Context: an optimization exercise on an open-source flow, tuned for small area, a short achievable clock period and few clock cycles. The choices shown serve that exercise and are no tape-out recipe.
No functional check of the RTL was part of any run shown here.
Power is estimated from default activity; no workload was simulated.

## flow/design.v

```verilog
module jbd_bms_parser (
    input  wire        clk,
    input  wire        rst,         
    input  wire        cmd_valid,
    input  wire [15:0] cmd_word,
    output wire        cmd_ready,
    input  wire [11:0] rd_addr,
    output reg  [31:0] rd_data
);
    localparam [7:0] OP_NOP      = 8'h00,
                     OP_CLEAR    = 8'h01,
                     OP_PUSH     = 8'h02,
                     OP_VALIDATE = 8'h03,
                     OP_DECODE   = 8'h04,
                     OP_PARSE    = 8'h05;
    localparam [3:0] R_OK           = 4'h0,
                     R_INCOMPLETE   = 4'h1,
                     R_BAD_START    = 4'h2,
                     R_BAD_END      = 4'h3,
                     R_LEN_MISMATCH = 4'h4,
                     R_DEV_STATUS   = 4'h5,
                     R_UNKNOWN_TYPE = 4'h6,
                     R_CSUM         = 4'h7,
                     R_UNSUPPORTED  = 4'h8,
                     R_REC_SIZE     = 4'h9,
                     R_NOT_VALID    = 4'hA,
                     R_ILLEGAL      = 4'hB;
    localparam [1:0] ST_NONE = 2'd0, ST_VALIDATE = 2'd1, ST_DECODE = 2'd2, ST_COMMAND = 2'd3;
    localparam [1:0] T_NONE  = 2'd0, T_BASIC     = 2'd1, T_CELLS   = 2'd2, T_UNKNOWN  = 2'd3;
    localparam CAP_SIZE = 262;
    reg [7:0]  cap_buf [0:CAP_SIZE-1];    
    reg [7:0]  ring [0:11][0:15];
    reg [3:0]  phase;
    reg [15:0] cap_len;
    reg [7:0]  last_byte;
    reg [7:0]  prev1, prev2;    
    reg [15:0] sum3;            
    reg [3:0]  result;
    reg [1:0]  res_stage;
    reg [15:0] diag_obs;
    reg [15:0] diag_exp;
    reg        frame_valid;
    reg [1:0]  rtype;
    reg        hdr_ok;          
    reg [15:0] csum_rx;
    reg [15:0] csum_calc;
    reg [1:0]  rec_kind;
    wire [7:0] type_code  = hdr_ok ? cap_buf[1] : 8'h00;
    wire [7:0] dev_status = hdr_ok ? cap_buf[2] : 8'h00;
    wire [7:0] pay_len    = hdr_ok ? cap_buf[3] : 8'h00;
    wire [7:0] op  = cmd_word[15:8];
    wire [7:0] arg = cmd_word[7:0];
    wire       in_ring = (cap_len[15:8] == 8'h00) && (cap_len[7:6] != 2'b00);
    assign     cmd_ready = !in_ring || (cap_len[3:0] == phase);
    wire       take = cmd_valid && cmd_ready;
    wire is_nop   = (op == OP_NOP)      && (arg == 8'h00);
    wire is_clear = (op == OP_CLEAR)    && (arg == 8'h00);
    wire is_push  = (op == OP_PUSH);
    wire is_val   = (op == OP_VALIDATE) && (arg == 8'h00);
    wire is_dec   = (op == OP_DECODE)   && (arg >= 8'h01) && (arg <= 8'h03);
    wire is_parse = (op == OP_PARSE)    && (arg == 8'h00);
    wire legal    = is_nop | is_clear | is_push | is_val | is_dec | is_parse;
    wire [7:0]  hdr_type   = cap_buf[1];
    wire [7:0]  hdr_status = cap_buf[2];
    wire [7:0]  hdr_len    = cap_buf[3];
    wire [15:0] frame_len  = 16'd7 + {8'h00, hdr_len};
    wire [15:0] calc       = 16'h0000 - sum3;
    wire [15:0] rx         = {prev2, prev1};
    wire v_short   = cap_len < 16'd7;
    wire v_start   = cap_buf[0] != 8'hDD;
    wire v_end     = last_byte != 8'h77;
    wire v_len     = cap_len != frame_len;
    wire v_stat    = hdr_status != 8'h00;
    wire v_basic   = hdr_type == 8'h03;
    wire v_cells   = hdr_type == 8'h04;
    wire v_csum    = rx != calc;
    reg [3:0]  v_code;
    reg [15:0] v_obs, v_exp;
    always @(*) begin
        v_code = R_OK; v_obs = 16'h0000; v_exp = 16'h0000;
        if (v_short) begin
            v_code = R_INCOMPLETE;   v_obs = cap_len;              v_exp = 16'd7;
        end else if (v_start) begin
            v_code = R_BAD_START;    v_obs = {8'h00, cap_buf[0]};  v_exp = 16'h00DD;
        end else if (v_end) begin
            v_code = R_BAD_END;      v_obs = {8'h00, last_byte};   v_exp = 16'h0077;
        end else if (v_len) begin
            v_code = R_LEN_MISMATCH; v_obs = cap_len;              v_exp = frame_len;
        end else if (v_stat) begin
            v_code = R_DEV_STATUS;   v_obs = {8'h00, hdr_status};
        end else if (!v_basic && !v_cells) begin
            v_code = R_UNKNOWN_TYPE; v_obs = {8'h00, hdr_type};
        end else if (v_csum) begin
            v_code = R_CSUM;         v_obs = rx;                   v_exp = calc;
        end
    end
    wire v_hdr  = !v_short && !v_start && !v_end;             
    wire v_type = v_hdr && !v_len && !v_stat;                 
    wire v_ok   = (v_code == R_OK);
    function [36:0] decode;    
        input [1:0] t;
        input       fv;
        input [7:0] n;
        reg   [7:0] cexp;
        begin
            cexp = ((n > 8'd12) ? 8'd12 : n) & 8'hFE;
            if (t == T_UNKNOWN)
                decode = {2'd0, 1'b0, R_UNSUPPORTED, 16'h0003, 14'h0000};
            else if (!fv)
                decode = {2'd0, 1'b0, R_NOT_VALID, 16'h0000, 14'h0000};
            else if (t == T_BASIC)
                decode = (n != 8'd38) ? {2'd0, 1'b0, R_REC_SIZE, 8'h00, n, 14'd38}
                                      : {T_BASIC, 1'b0, R_OK, 16'h0000, 14'h0000};
            else
                decode = (n[0] || n > 8'd12) ? {2'd0, 1'b0, R_REC_SIZE, 8'h00, n, 6'h00, cexp}
                                             : {T_CELLS, 1'b0, R_OK, 16'h0000, 14'h0000};
        end
    endfunction
    wire [36:0] d_cmd   = decode(arg[1:0], frame_valid, pay_len);
    wire [36:0] d_parse = decode(v_basic ? T_BASIC : T_CELLS, 1'b1, hdr_len);
    always @(posedge clk) begin
        if (!rst && take && is_push && cap_len < CAP_SIZE && !in_ring)
            cap_buf[cap_len[8:0]] <= arg;
    end
    integer j, s;
    always @(posedge clk) begin
        for (j = 0; j < 12; j = j + 1) begin
            for (s = 0; s < 15; s = s + 1)
                ring[j][s] <= ring[j][s + 1];
            ring[j][15] <= (!rst && take && is_push && in_ring && cap_len[7:4] == j + 4)
                         ? arg : ring[j][0];
        end
    end
    always @(posedge clk) begin
        if (rst) phase <= 4'd0;
        else     phase <= phase + 4'd1;
    end
    always @(posedge clk) begin
        if (rst) begin
            cap_len     <= 16'h0000;
            last_byte   <= 8'h00;
            sum3        <= 16'h0000;
            result      <= R_OK;
            res_stage   <= ST_NONE;
            diag_obs    <= 16'h0000;
            diag_exp    <= 16'h0000;
            frame_valid <= 1'b0;
            rtype       <= T_NONE;
            hdr_ok      <= 1'b0;
            csum_rx     <= 16'h0000;
            csum_calc   <= 16'h0000;
            rec_kind    <= T_NONE;
        end else if (take) begin
            if (!legal) begin
                result    <= R_ILLEGAL;
                res_stage <= ST_COMMAND;
                diag_obs  <= cmd_word;
                diag_exp  <= 16'h0000;
            end
            if (is_clear) begin
                cap_len     <= 16'h0000;
                last_byte   <= 8'h00;
                sum3        <= 16'h0000;
                result      <= R_OK;
                res_stage   <= ST_NONE;
                diag_obs    <= 16'h0000;
                diag_exp    <= 16'h0000;
                frame_valid <= 1'b0;
                rtype       <= T_NONE;
                hdr_ok      <= 1'b0;
                csum_rx     <= 16'h0000;
                csum_calc   <= 16'h0000;
                rec_kind    <= T_NONE;
            end
            if (is_push) begin
                last_byte <= arg;
                prev1     <= last_byte;
                prev2     <= prev1;
                if (cap_len >= 16'd5)
                    sum3 <= sum3 + {8'h00, prev2};
                if (cap_len != 16'hFFFF)
                    cap_len <= cap_len + 16'd1;
                frame_valid <= 1'b0;
                rec_kind    <= T_NONE;
            end
            if (is_val || is_parse) begin
                hdr_ok      <= v_hdr;
                rtype       <= !v_type ? T_NONE : v_basic ? T_BASIC : v_cells ? T_CELLS : T_UNKNOWN;
                csum_rx     <= (v_type && (v_basic || v_cells)) ? rx   : 16'h0000;
                csum_calc   <= (v_type && (v_basic || v_cells)) ? calc : 16'h0000;
                frame_valid <= v_ok;
                if (is_parse && v_ok) begin
                    rec_kind  <= d_parse[36:35];
                    result    <= d_parse[33:30];
                    res_stage <= ST_DECODE;
                    diag_obs  <= d_parse[29:14];
                    diag_exp  <= {2'b00, d_parse[13:0]};
                end else begin
                    rec_kind  <= T_NONE;
                    result    <= v_code;
                    res_stage <= ST_VALIDATE;
                    diag_obs  <= v_obs;
                    diag_exp  <= v_exp;
                end
            end
            if (is_dec) begin
                rec_kind  <= d_cmd[36:35];
                result    <= d_cmd[33:30];
                res_stage <= ST_DECODE;
                diag_obs  <= d_cmd[29:14];
                diag_exp  <= {2'b00, d_cmd[13:0]};
            end
        end
    end
    wire bi = (rec_kind == T_BASIC);
    wire cv = (rec_kind == T_CELLS);
    function [15:0] be16;
        input integer i;
        be16 = {cap_buf[i], cap_buf[i + 1]};
    endfunction
    wire [1:0] ntc_clamp  = (cap_buf[26] > 8'd3) ? 2'd3 : cap_buf[26][1:0];
    wire [2:0] cv_count   = pay_len[3:1];
    reg [15:0] cells_csum;
    always @(*) begin
        case (cv_count)
            3'd0:    cells_csum = be16(4);
            3'd1:    cells_csum = be16(6);
            3'd2:    cells_csum = be16(8);
            3'd3:    cells_csum = be16(10);
            3'd4:    cells_csum = be16(12);
            3'd5:    cells_csum = be16(14);
            default: cells_csum = be16(16);
        endcase
    end
    reg [31:0] rec_data;
    always @(*) begin
        rec_data = 32'h0000_0000;
        case (rd_addr[5:0])
        6'h10: rec_data = {16'h0, be16(4)};
        6'h11: rec_data = {16'h0, be16(6)};
        6'h12: rec_data = {16'h0, be16(8)};
        6'h13: rec_data = {16'h0, be16(10)};
        6'h14: rec_data = {16'h0, be16(12)};
        6'h15: rec_data = {16'h0, be16(14)};
        6'h16: rec_data = {cap_buf[16], cap_buf[17], cap_buf[18], cap_buf[19]};
        6'h17: rec_data = {16'h0, be16(20)};
        6'h18: rec_data = {24'h0, cap_buf[22]};
        6'h19: rec_data = {24'h0, cap_buf[23]};
        6'h1A: rec_data = {24'h0, cap_buf[24]};
        6'h1B: rec_data = {24'h0, cap_buf[25]};
        6'h1C: rec_data = {24'h0, cap_buf[26]};
        6'h1D: rec_data = {30'h0, ntc_clamp};
        6'h1E: rec_data = {16'h0, (ntc_clamp > 2'd0) ? be16(27) : {cap_buf[28], cap_buf[27]}};
        6'h1F: rec_data = {16'h0, (ntc_clamp > 2'd1) ? be16(29) : {cap_buf[30], cap_buf[29]}};
        6'h20: rec_data = {16'h0, (ntc_clamp > 2'd2) ? be16(31) : {cap_buf[32], cap_buf[31]}};
        6'h21: rec_data = {24'h0, cap_buf[33]};
        6'h22: rec_data = {24'h0, cap_buf[34]};
        6'h23: rec_data = {24'h0, cap_buf[35]};
        6'h24: rec_data = {24'h0, cap_buf[36]};
        6'h25: rec_data = {24'h0, cap_buf[37]};
        6'h26: rec_data = {24'h0, cap_buf[38]};
        6'h27: rec_data = {24'h0, cap_buf[39]};
        6'h28: rec_data = {24'h0, cap_buf[40]};
        6'h29: rec_data = {24'h0, cap_buf[41]};
        6'h2A: rec_data = {16'h0, be16(42)};
        default: ;
        endcase
        if (!bi) rec_data = 32'h0000_0000;
        if (cv) begin
            case (rd_addr[5:0])
            6'h30: rec_data = {29'h0, cv_count};
            6'h31: rec_data = {16'h0, (cv_count > 3'd0) ? be16(4)  : 16'h0000};
            6'h32: rec_data = {16'h0, (cv_count > 3'd1) ? be16(6)  : 16'h0000};
            6'h33: rec_data = {16'h0, (cv_count > 3'd2) ? be16(8)  : 16'h0000};
            6'h34: rec_data = {16'h0, (cv_count > 3'd3) ? be16(10) : 16'h0000};
            6'h35: rec_data = {16'h0, (cv_count > 3'd4) ? be16(12) : 16'h0000};
            6'h36: rec_data = {16'h0, (cv_count > 3'd5) ? be16(14) : 16'h0000};
            6'h37: rec_data = {16'h0, cells_csum};
            default: ;
            endcase
        end
    end
    wire [3:0]  rslot = rd_addr[3:0] - phase;
    wire [15:0] dlo = 16'h0001 << rd_addr[3:0];
    wire [15:0] dhi = 16'h0001 << rd_addr[7:4];
    wire [15:0] dsl = 16'h0001 << rslot;
    wire        whi = rd_addr[9];      
    reg  [7:0]  win_byte;
    reg  [7:0]  slot_byte [0:15];
    integer w;
    always @(*) begin
        win_byte = 8'h00;
        for (w = 0; w < 64; w = w + 1)
            win_byte = win_byte | ({8{!whi & dhi[w >> 4] & dlo[w & 15]}} & cap_buf[w]);
        for (w = 256; w < CAP_SIZE; w = w + 1)
            win_byte = win_byte | ({8{whi & dhi[0] & dlo[w & 15]}} & cap_buf[w]);
        for (s = 0; s < 16; s = s + 1) begin
            slot_byte[s] = 8'h00;
            for (j = 0; j < 12; j = j + 1)
                slot_byte[s] = slot_byte[s] | ({8{dhi[j + 4]}} & ring[j][s]);
            win_byte = win_byte | ({8{!whi & dsl[s]}} & slot_byte[s]);
        end
    end
    always @(*) begin
        rd_data = 32'h0000_0000;
        if (rd_addr[11:8] == 4'h1 || rd_addr[11:8] == 4'h2) begin
            rd_data = {24'h0, win_byte};
        end else if (rd_addr[11:6] == 6'h00) begin
            case (rd_addr[5:0])
            6'h00: rd_data = {16'h0, cap_len};
            6'h01: rd_data = {24'h0, last_byte};
            6'h02: rd_data = {28'h0, result};
            6'h03: rd_data = {30'h0, res_stage};
            6'h04: rd_data = {16'h0, diag_obs};
            6'h05: rd_data = {16'h0, diag_exp};
            6'h06: rd_data = {31'h0, frame_valid};
            6'h07: rd_data = {30'h0, rtype};
            6'h08: rd_data = {24'h0, type_code};
            6'h09: rd_data = {24'h0, dev_status};
            6'h0A: rd_data = {24'h0, pay_len};
            6'h0B: rd_data = {16'h0, csum_rx};
            6'h0C: rd_data = {16'h0, csum_calc};
            6'h0D: rd_data = {30'h0, rec_kind};
            default: rd_data = rec_data;
            endcase
        end
    end
endmodule
```

## flow/run.sh

```bash
#!/bin/bash
# synth_recipe.tcl (not shown) runs the flow's synth.tcl, then flattens the netlist and writes it again
# the make line also repeats each setting of config.mk as NAME=value (left out here)
make -C /OpenROAD-flow-scripts/flow DESIGN_CONFIG=/design/flow/config.mk WORK_HOME=/design/flow/orfs CLKGATE_MAP_FILE= SYNTH_SCRIPT=/design/flow/synth_recipe.tcl finish
```

## flow/config.mk

```make
export PLATFORM = sky130hd
export DESIGN_NAME = jbd_bms_parser
export DESIGN_NICKNAME = jbd_bms_parser
export VERILOG_FILES = /design/flow/design.v
export SDC_FILE = /design/flow/constraint.sdc
export NUM_CORES = 8
export LEC_CHECK = 0
export CAP_MARGIN = 20
export CORE_MARGIN = 2
export CORE_UTILIZATION = 40
export PLACE_DENSITY = 0.6
export SETUP_SLACK_MARGIN = 4.5
export SLEW_MARGIN = 20
```

## flow/constraint.sdc

```tcl
create_clock -name core_clock -period 10.0 [get_ports {clk}]
set_input_delay 2.0000 -clock core_clock [delete_from_list [all_inputs] [get_ports {clk}]]
set_output_delay 2.0000 -clock core_clock [all_outputs]
set_load 0.01 [all_outputs]
```

==> key figures, run 1 <==
Floorplan
  – DIE AREA: 0.1937 mm²
  – Row count: 160
  – Initial core utilization: 40.13%
  – Core Region: 0.1896 mm²
  – Die span in x: 440.1 µm
  – Top-level port count: 64
  – Vert. Die Dim: 440.1 µm

GRT
  – Initial antenna violation count: 42
  – Overflow after GRT: 0
  – Largest net degree at the start of global routing: 73
  – Vias in the first global route: 59,647
  – GR Util All Layers: 40.42%
  – Global-route wire length before repair: 532.9 mm

Worst hold path
  – Min-delay worst type: flip-flop to flip-flop

STA
  – Fin. max-slew vios: 0
  – Worst-Margin Slew: 1287 ps
  – Final hold slack: 321.5 ps
  – Setup TNS Final: 0 ps
  – Post-route clock period utilization: 76.81%
  – RSZ-0062 raised after global routing: yes
  – Final Skew: 63.23 ps
  – Min cycle time layout: 7681 ps
  – Slew margin rel.: 14.02%
  – Peak Freq: 130.2 MHz
  – Final Hold Viols: 0
  – Final setup fails: 0

Power
  – Power share of the clock group: 45.7%
  – Peak supply drop: 165.3 µV
  – Net Switching: 4.354 mW
  – Net Sw Frac: 23.38%
  – Power per standard cell area: 197.3 mW/mm²
  – Combinational power share: 4.6%
  – Internal Power: 14.27 mW
  – Total power draw: 18.62 mW
  – Flop pwr share: 49.8%
  – Lkg Pwr: 33.23 nW

Logic synthesis
  – Top post-synthesis cells by area: dfxtp_1 (44%), edfxtp_1 (23%), a22oi_1 (5.5%)
  – Syn Nets: 6,171
  – Synth top area share: 43.57%
  – Post-Syn Area: 0.07608 mm²
  – Post-Syn Instances: 6,118
  – Seq/Total Area, Yosys: 66.31%
  – Syn Area/Cell: 12.44 µm²
  – Async SR Flop Fraction: 0%
  – Yosys cell types: 94
  – Seq cells post-synth: 2,232
  – Synth warn: 3
  – Post-synth EDFFs: 576
  – Top_reg_cell synth: dfxtp_1
  – Largest area contributor in the netlist: dfxtp_1

Final layout
  – Final net count: 6,620
  – Fraction of layout cells with a size suffix above 1: 22.42%
  – P&R area growth vs syn: 24.07%
  – Final core occ: 49.79%
  – Most frequent cells in the layout: dfxtp_1 (1,656), edfxtp_1 (576), a22oi_1 (527)
  – Most common cell after layout, fill and taps aside: dfxtp_1

CTS
  – Total clock buffers created by CTS: 219
  – Max Root-Sink Buffers: 3
  – CTS tree: done
  – Clock slew at reported path FFs: 60 ps
  – Hold_buf cts: 0
  – H-tree levels: 4
  – Clk sinks: 2,232
  – Clk latency of the worst-skew pair: 920 ps
  – CTS root buf: clkbuf_16

Setup path
  – CP Launch Type: input pin
  – Crit-path max FO: 12
  – Worst EP required: 8000 ps
  – CP endpoint kind: primary output
  – CP cell instances: buf_12 > buf_12 > buf_16 > and4b_4 > a222oi_1 > o21ai_0 > a2111oi_1 > nand4_1 > nor4_4 > nand4_1 > a32o_2 > buf_6
  – Critical path type: input pin to primary output
  – Slowest-stage cell, CP: a222oi_1
  – Critical path data arrival time: 5680 ps
  – Crit-path max cell delay: 810 ps

Detailed routing
  – Routed via count: 63,654
  – 1st-iter DRT viols: 11,430
  – Vias/cell: 6.853
  – Per-cell routed wire length: 43.49 µm
  – Residual DRC: 0
  – Remaining antenna violation count: 0
  – Routed Wire Length: 404.0 mm
  – Pre-Repair DR Iteration Count: 13

Run
  – Maxcap violations: 0

Place
  – DP Wirelength: 265.1 mm
  – Port buffer count: 63
  – Gpl congestion: 1.066

Status
  – Status: timing/DRC/antenna clean
==> cells in the mapped netlist, drive strengths merged (20+ instances only) <==
cell type  count
dfxtp       1656
edfxtp       576
a22oi        559
clkbuf       351
nor2         316
nand2        286
a22o         263
a221oi       210
a21oi        160
a31oi        147
o21ai        145
mux2         128
a222oi       117
nand3        117
nor3          95
mux2i         87
buf           77
o22ai         60
nand4         51
a32oi         50
nor4          49
and2          46
and3          45
a211oi        38
nor2b         37
a32o          36
inv           34
o211ai        33
xnor2         31
xor2          27
or4           24
ha            20
==> sequential cells by signal, summed over array words and instances, names as in the netlist <==
register and flops:
rec_kind 2, frame_valid 1, rtype 2, res_stage 2
diag_exp 16, last_byte 8, prev2 8, sum3 16
ring 1536, csum_rx 16, diag_obs 16, cap_len 16
result 4, hdr_ok 1, cap_buf 560, phase 4
csum_calc 16, prev1 8
==> logic make-up (layout without fill, tap and decap cells) <==
logic type | count (synthesis) | after routing | synth area share (%)
DFF | 2232 | 2232 | 66.31
AOI/OAI and AO/OA | 1952 | 1952 | 19.49
and+or+nand+nor | 1172 | 1182 | 7.672
buffers and inverters | 463 | 1088 | 2.322
muxes | 215 | 215 | 3.039
xor gates and xnor gates | 62 | 62 | 0.7877
adders and majority gates | 22 | 22 | 0.3815
other | 0 | 25 | 0
==> metal layers <==
metal | vias up | global-route usage [%] | share of wire (%)
met4 | 28 | 30.25 | 8.9
met1 | 31875 | 50.64 | 37
met5 | - | 0 | 0.043
met2 | 5412 | 58.69 | 42
met3 | 1431 | 12.11 | 12
li1 | 24908 | - | -
==> final cells by class <==
type / instances / area, µm²
fillers: 16400 / 95190
flip-flops and latches: 2232 / 50450
multi-input cells: 3433 / 26390
repair buffers: 646 / 6823
clock buffers: 297 / 6160
well taps: 2511 / 3142
clock inverters: 110 / 1226
inverters: 35 / 148.9
diodes: 25 / 62.56
==> power groups by stage <==
stage / registers, mW / logic [mW] / clock network [mW]
2_1_floorplan: 9.46 / 0.239 / 0
3_3_place_gp: 9.47 / 0.608 / 0
3_5_place_dp: 9.47 / 0.608 / 0
4_1_cts: 9.27 / 0.777 / 8.49
5_1_grt: 9.26 / 0.832 / 8.85
6_report: 9.27 / 0.852 / 8.50
==> worst max-delay path: cells and delay by family <==
| kind | cells | cell delay (ps) |
|---|---|---|
| AO/OA/AOI/OAI | 4 | 1790 |
| AND/OR/NAND/NOR | 4 | 1320 |
| buffers and inverters | 4 | 550 |
==> through the flow <==
stage	instance area (µm²)	worst slack [ps]	std cells
after floorplan	76720	3577	6118
after global placement	81150	663.1	8556
after detailed placement	81210	616.9	8557
after CTS	93340	2584	9205
after global routing	94340	2427	9268
final	94400	2319	9289
==> final timing paths <==
path	start	end	slack [ps]	depth (start not counted)
hold reg to reg	ring[104][4]	ring[103][4]	320	0
hold / removal	ring[104][4]	ring[103][4]	320	0
setup / recovery	rd_addr[0]	rd_data[3]	2320	12
setup reg to reg	cap_len[2]	cap_buf[4][4]	5240	9
==> timing repair <==
item                       4_1_cts  5_1_grt
resized for setup              625      106
gates cloned                    34        5
setup buffers                  207       50
setup endpoints to repair      120      238
pin swaps                      141       69
==> run 2, diff against run 1 <==
--- a/flow/config.mk
+++ b/flow/config.mk
@@ -7,7 +7,7 @@
 export LEC_CHECK = 0
 export CAP_MARGIN = 20
 export CORE_MARGIN = 2
-export CORE_UTILIZATION = 40
-export PLACE_DENSITY = 0.6
-export SETUP_SLACK_MARGIN = 4.5
+export CORE_UTILIZATION = 60
+export PLACE_DENSITY = 0.7
+export SETUP_SLACK_MARGIN = 4.0
 export SLEW_MARGIN = 20
==> run 2 against run 1 <==
Compared with the run above: synthesized area did not move; combinational power fell by 9.5%; global-route usage up 16 points; routed wire length decreased by 6.8%; sequential share of layout area is 2.3 points higher; first-iteration DRC count up 31%; flip-flop and latch count did not move; die area fell by 33%; setup slack worse by 190 ps; highest routed layer unchanged.
==> key figures, run 2 <==
Setup path
  – Crit-path max FO: 16 (+4)
  – Critical path type: input pin to primary output
  – Reg2reg start: phase[3]
  – Worst reg2reg setup slack: 3980 ps (-1260 ps)
  – CP Launch Type: input pin
  – CP endpoint kind: primary output
  – RR Endpoint: ring[111][5]
  – Critical path data arrival time: 5880 ps (+200 ps)
  – Worst EP required: 8000 ps (about the same)
  – Worst R2R Path Depth: 11 (+2)

CTS
  – CTS root buf: clkbuf_16
  – Clk latency of the worst-skew pair: 870 ps (-50 ps)
  – Clk sinks: 2,232 (unchanged)
  – Hold_buf cts: 0 (unchanged)
  – Total clock buffers created by CTS: 201 (-8.2%)
  – H-tree levels: 4 (unchanged)
  – CTS tree: done
  – Clock slew at reported path FFs: 70 ps (about the same)
  – Max Root-Sink Buffers: 3 (unchanged)

Final layout
  – Fillers: 7,990 (-51%)
  – Most common cell after layout, fill and taps aside: dfxtp_1
  – Fraction of layout cells with a size suffix above 1: 18.72% (-3.7 points)
  – Non-filler instance count after layout: 8,265 (-11%)
  – Largest Register: ring
  – Fin area: 0.09043 mm² (-4.2%)
  – Final net count: 6,462 (-2.4%)
  – Register area: 0.05045 mm² (unchanged)
  – P&R area growth vs syn: 18.86%
  – Multi-input logic area: 0.02575 mm² (-2.4%)
  – Most frequent cells in the layout: dfxtp_1 (1,656), edfxtp_1 (576), a22oi_1 (545)
  – Max reg flops: 1,536 (unchanged)

STA
  – Worst-Margin Slew: 1334 ps (+47.73 ps)
  – Fin. max-slew vios: 0 (unchanged)
  – Final Hold Viols: 0 (unchanged)
  – Final hold slack: 313.7 ps (-7.800 ps)
  – Setup TNS Final: 0 ps (unchanged)
  – Post-route clock period utilization: 78.75% (+1.9 points)
  – Slew margin rel.: 10.83% (-3.2 points)
  – Final Skew: 86.78 ps (+23.56 ps)
  – Peak Freq: 127.0 MHz (-2.5%)
  – Min cycle time layout: 7875 ps (+194.7 ps)
  – Final setup fails: 0 (unchanged)
  – RSZ-0062 raised after global routing: yes

Power
  – Internal Power: 13.88 mW (-2.7%)
  – Net Sw Frac: 23.17% (-0.21 points)
  – Total power draw: 18.07 mW (-2.9%)
  – Flop pwr share: 51.2% (+1.4 points)
  – Power share of the clock group: 44.5% (-1.2 points)
  – Net Switching: 4.188 mW (-3.8%)
  – Power per standard cell area: 199.8 mW/mm² (+1.3%)
  – Peak supply drop: 165.3 µV (unchanged)
  – Lkg Pwr: 31.70 nW (-4.6%)
  – Combinational power share: 4.3% (-0.3 points)

Worst hold path
  – Hold path depth: 0 (unchanged)
  – Min-Delay Endpoint: ring[177][7]
  – Hold path startpoint: ring[178][7]
  – Min-delay worst type: flip-flop to flip-flop

Detailed routing
  – Routed via count: 66,488 (+4.5%)
  – 1st-iter DRT viols: 14,964 (+31%)
  – Residual DRC: 0 (unchanged)
  – Pre-Repair DR Iteration Count: 17 (+4)
  – Per-cell routed wire length: 45.57 µm (+4.8%)
  – Vias/cell: 8.045 (+17%)
  – Routed Wire Length: 376.7 mm (-6.8%)
  – Remaining antenna violation count: 0 (unchanged)

Logic synthesis
  – Async SR Flop Fraction: 0% (unchanged)
  – Syn Nets: 6,171 (unchanged)
  – Syn Area/Cell: 12.44 µm² (unchanged)
  – Post-Syn Area: 0.07608 mm² (unchanged)
  – Synth warn: 3 (unchanged)
  – Post-Syn Instances: 6,118 (unchanged)
  – Commonest cells in the netlist: dfxtp_1 (1,656), edfxtp_1 (576), a22oi_1 (559)
  – Top post-synthesis cells by area: dfxtp_1 (44%), edfxtp_1 (23%), a22oi_1 (5.5%)
  – Yosys cell types: 94 (unchanged)
  – Post-synth EDFFs: 576 (unchanged)
  – Seq/Total Area, Yosys: 66.31% (unchanged)
  – Synth top area share: 43.57% (unchanged)
  – Seq cells post-synth: 2,232 (unchanged)
  – Top_reg_cell synth: dfxtp_1
  – Most frequent cell after synthesis: dfxtp_1
  – Largest area contributor in the netlist: dfxtp_1

Place
  – DP Wirelength: 242.8 mm (-8.4%)
  – Dpl cells: 7,677 (-10%)
  – Post-DP Area: 0.07994 mm² (-1.6%)
  – Port buffer count: 63 (unchanged)
  – Gpl congestion: 1.144 (+7.2%)

Floorplan
  – Initial core utilization: 60.51% (+20 points)
  – Vert. Die Dim: 360.1 µm (-18%)
  – Top-level port count: 64 (unchanged)
  – DIE AREA: 0.1297 mm² (-33%)
  – Row count: 130 (-19%)
  – Die span in x: 360.1 µm (-18%)
  – Core Region: 0.1257 mm² (-34%)

GRT
  – Initial antenna violation count: 38 (-9.5%)
  – Vias in the first global route: 61,867 (+3.7%)
  – Global-route wire length before repair: 505.2 mm (-5.2%)
  – Largest net degree at the start of global routing: 79 (+8.2%)
  – GR Util All Layers: 56.07% (+16 points)
  – Overflow after GRT: 0 (unchanged)

Status
  – Status: timing/DRC/antenna clean

Run
  – Maxcap violations: 0 (unchanged)
[run 2: cell counts after synthesis]
No cell type changed its count.
[run 2: critical path, cell delays in order]
cell and delay, ps:
buf_12 130, bufbuf_16 300, nor4bb_4 210, buf_4 230, a22o_1 280, a221oi_2 360, o22ai_1 180, a221oi_2 340
nand4_1 210, nor4_4 730, and3_4 500, o32ai_4 170, buf_2 190
[run 2: final cells by class]
type	count	share of cell area [%]
flip-flops and latches	2232	55.79
multi-input cells	3436	28.47
clock buffers	289	6.374
repair buffers	503	5.599
well taps	1650	2.283
clock inverters	86	1.240
inverters	35	0.1522
diodes	34	0.09408
[run 2: worst max-delay path by stage]
stage | slack [ps] | from | to | cells after the start
6_report | 2120 | rd_addr[1] | rd_data[1] | 13
3_3_place_gp | 90 | rd_addr[0] | rd_data[1] | 13
3_5_place_dp | 390 | rd_addr[0] | rd_data[3] | 13
2_1_floorplan | 3580 | rd_addr[0] | rd_data[3] | 11
4_1_cts | 2300 | rd_addr[1] | rd_data[3] | 13
5_1_grt | 2290 | rd_addr[1] | rd_data[1] | 13
[run 2: cells by family (layout without fill, tap and decap cells)]
kind of cell	after synthesis	after routing	share of synthesized area (%)
flops	2232	2232	66.31
compound gates	1952	1952	19.49
simple gates	1172	1185	7.672
buf+inv	463	913	2.322
mux	215	215	3.039
xor+xnor	62	62	0.7877
fa+ha+maj	22	22	0.3815
other cells	0	34	0
[run 2: metal layers]
| layer | vias to the layer above | wire, µm | global-route usage (%) |
|---|---|---|---|
| met5 | - | 580 | 1.184 |
| met4 | 34 | 44690 | 49.42 |
| met3 | 2428 | 61980 | 25.82 |
| met2 | 7817 | 148500 | 76.89 |
| met1 | 31631 | 120900 | 65.62 |
| li1 | 24578 | - | - |
[run 2: timing repair]
action / in CTS / in global routing
gates resized for setup: 253 / 187
setup endpoints to repair: 32 / 104
setup buffers: 81 / 64
cloned: 23 / 7
pin swaps: 55 / 63
[run 2: metrics by stage]
step                utilization (%)  setup WS [ps]
CTS                           70.72           2301
global placement              63.53          90.57
floorplan                         -           3577
finish                        71.92           2125
global route                  71.86           2294
detailed placement            63.58          395.0
[run 2: power groups by stage]
stage                     registers (mW)  clock network (mW)  logic (mW)
after floorplan                     9.46                   0       0.236
after global placement              9.46                   0       0.568
after detailed placement            9.46                   0       0.572
after CTS                           9.26                7.94       0.659
after global routing                9.26                8.32       0.738
final                               9.26                8.04       0.771

[static timing again, ports no longer ideal]
How much do the figures lean on ideal ports? The routed layouts below were timed once more, with nothing changed but the port constraints. Step 1, drivers: a clkbuf_16 drives clk and a buf_2 each remaining input, both assumed. Step 2 adds t to the input delays and takes it off the output delays; t is the mean of the earliest and latest rising clock arrival at the registers after step 1. Input paths then give back, and output paths get back, about the clock's delay inside the block. a / b / c = ideal / step 1 / step 2; a / b = the first two.
run | t (ns) | slack for setup (ns) | hold slack, ns | clock arrival spread, ns | pins driven straight from the clock port
run 1 | 0.989 | 2.319 / 2.110 / 2.110 | 0.321 / 0.321 / 0.321 | 0.073 / 0.074 | 1
run 2 | 0.923 | 2.125 / 1.929 / 1.929 | 0.314 / 0.314 / 0.314 | 0.087 / 0.087 | 1
After both steps every run listed still meets setup and hold. For run 1, which loses most, drivers alone change the setup slack by -0.209 ns; drivers and shift together by -0.209 ns.
